This design comes from an exercise in tuning for small area, a short achievable clock period and few clock cycles per item on the open sky130 flow, not from production work. The RTL was checked by simulation tests, not by an equivalence proof against the original design.

==> inputs of job 8001 <==
// sstv_tone_alu
module sstv_tone_alu (
    input  wire        clk,
    input  wire        rst,
    input  wire        in_valid,
    output wire        in_ready,
    input  wire [1:0]  in_op,
    input  wire [31:0] in_a,
    input  wire [37:0] in_b,
    output wire        out_valid,
    input  wire        out_ready,
    output wire [31:0] out_res,
    output wire [37:0] out_n
);
clock: 18.0 ns
lec_check: 0
cap_margin: 20
core_margin: 2
core_utilization: 60
place_density: 0.75
slew_margin: 20
standard.sh (not shown) runs the stock make flow with config.mk's settings and CLKGATE_MAP_FILE= SYNTH_SCRIPT=/design/flow/synth_recipe.tcl, a recipe that flattens the netlist after the stock synthesis.
==> flow/flow/run.sh <==
#!/bin/bash
# Standard layout, with one netlist clean-up between synthesis and floorplan:
# flow/fapol.py picks the polarity of each full-adder cell so that fewer
# inverters sit between full adders (a full adder is self-dual).  Registers
# and every other cell are left as the standard synthesis made them.
set -euo pipefail
R=orfs/results/${FLOW_PLATFORM}/sstv_tone_alu/base
bash standard.sh synth > synth.log 2>&1
cp "$R/1_2_yosys.v" "$R/1_2_yosys.std.v"
python3 flow/fapol.py "$R/1_2_yosys.std.v" "$R/1_2_yosys.v" > fapol.log 2>&1
rm -f "$R/1_synth.odb" "$R/1_synth.sdc"
bash standard.sh > layout.log 2>&1
Other scripts of this flow, unchanged in this note and not shown: flow/flow/fapol.py
==> job 8496: changes against job 8001 <==
==> flow/flow/run.sh (replaced) <==
#!/bin/bash
# Standard layout, with two changes:
# - between synthesis and floorplan, flow/fapol.py picks the polarity of each
#   full-adder cell so that fewer inverters sit between full adders (a full
#   adder is self-dual); registers and every other cell are left as the
#   standard synthesis made them;
# - timing repair aims for 11.5 ns of setup slack at the design's 18 ns clock
#   (the constraints themselves are unchanged);
# - the port buffers are plain buffers (sky130_fd_sc_hd__buf_1) instead of
#   delay buffers.
set -euo pipefail
R=orfs/results/${FLOW_PLATFORM}/sstv_tone_alu/base
bash standard.sh synth > synth.log 2>&1
cp "$R/1_2_yosys.v" "$R/1_2_yosys.std.v"
python3 flow/fapol.py "$R/1_2_yosys.std.v" "$R/1_2_yosys.v" > fapol.log 2>&1
rm -f "$R/1_synth.odb" "$R/1_synth.sdc"
export SETUP_SLACK_MARGIN=11.5
export BUFFER_PORTS_ARGS="-buffer_cell sky130_fd_sc_hd__buf_1"
bash standard.sh > layout.log 2>&1
Settings changed: CTS_BUF_LIST set to sky130_fd_sc_hd__clkbuf_4 sky130_fd_sc_hd__clkbuf_8.
==> job 1323: changes against job 8001 <==
==> flow/flow/run.sh (replaced) <==
#!/bin/bash
# Standard layout, with two changes:
# - between synthesis and floorplan, flow/fapol.py picks the polarity of each
#   full-adder cell so that fewer inverters sit between full adders (a full
#   adder is self-dual); registers and every other cell are left as the
#   standard synthesis made them;
# - the port buffers are plain buffers (sky130_fd_sc_hd__buf_1) instead of
#   delay buffers.
set -euo pipefail
R=orfs/results/${FLOW_PLATFORM}/sstv_tone_alu/base
bash standard.sh synth > synth.log 2>&1
cp "$R/1_2_yosys.v" "$R/1_2_yosys.std.v"
python3 flow/fapol.py "$R/1_2_yosys.std.v" "$R/1_2_yosys.v" > fapol.log 2>&1
rm -f "$R/1_synth.odb" "$R/1_synth.sdc"
export BUFFER_PORTS_ARGS="-buffer_cell sky130_fd_sc_hd__buf_1"
bash standard.sh > layout.log 2>&1
Settings changed: CTS_BUF_LIST set to sky130_fd_sc_hd__clkbuf_4 sky130_fd_sc_hd__clkbuf_8.
==> comparison <==
The highest final cell count belongs to job 8496, the lowest to job 8001.
Global-route usage, lowest first: job 8496, job 1323, job 8001.
Sequential share of layout area: job 8001 is lower than job 1323 (0.62 points).
Via count, lowest first: job 1323, job 8496, job 8001.
==> figures <==
metric                                                                  job 8001        job 1323               job 8496
Status                                                            finished clean  finished clean         finished clean
Most frequent CP cell                                      sky130_fd_sc_hd__fa_1               -  sky130_fd_sc_hd__fa_1
Count of TritonRoute iterations in the first routing pass                      9               9                      8
Clock skew                                                             0.0307 ns       0.0697 ns              0.0629 ns
Hold path endpoint                                                          pix3          ml3[7]                 ml3[7]
Global Route met2 Usage                                                    0.679           0.624                  0.605
Biggest fanout along the worst timing path                                     8              32                      6
Slack of the worst reg-to-reg path                                      11.50 ns        11.51 ns               11.69 ns
Initial drt markers                                                         4696            4084                   3990
Routed WL per cell                                                       34.8 um         30.4 um                30.0 um
Testbench counts of job 8001, summed over its fixed seeds: cycles 5,768, items 4,312.
Testbench counts of job 8496, summed over its fixed seeds: cycles 5,768, items 4,312.
Testbench counts of job 1323, summed over its fixed seeds: cycles 5,768, items 4,312.

==> afterwards: timing with drivers on the ports <==
How much do the figures lean on ideal ports? The routed layouts below were timed once more, with nothing changed but the port constraints. Step 1, drivers: a clkbuf_16 drives clk and a buf_2 each remaining input, both assumed. Step 2 adds t to the input delays and takes it off the output delays; t is the mean of the earliest and latest rising clock arrival at the registers after step 1. Input paths then give back, and output paths get back, about the clock's delay inside the block. a / b / c = ideal ports / drivers / drivers and shift; a / b = the first two.
run | t (ns) | setup WS [ns] | clock arrival spread, ns
job 8001 | 0.714 | 11.504 / 11.504 / 11.504 | 0.032 / 0.032
job 8496 | 0.781 | 11.690 / 11.690 / 11.690 | 0.063 / 0.063
job 1323 | 0.786 | 11.513 / 11.513 / 11.513 | 0.073 / 0.073
After both steps setup and hold are still met in every run listed.
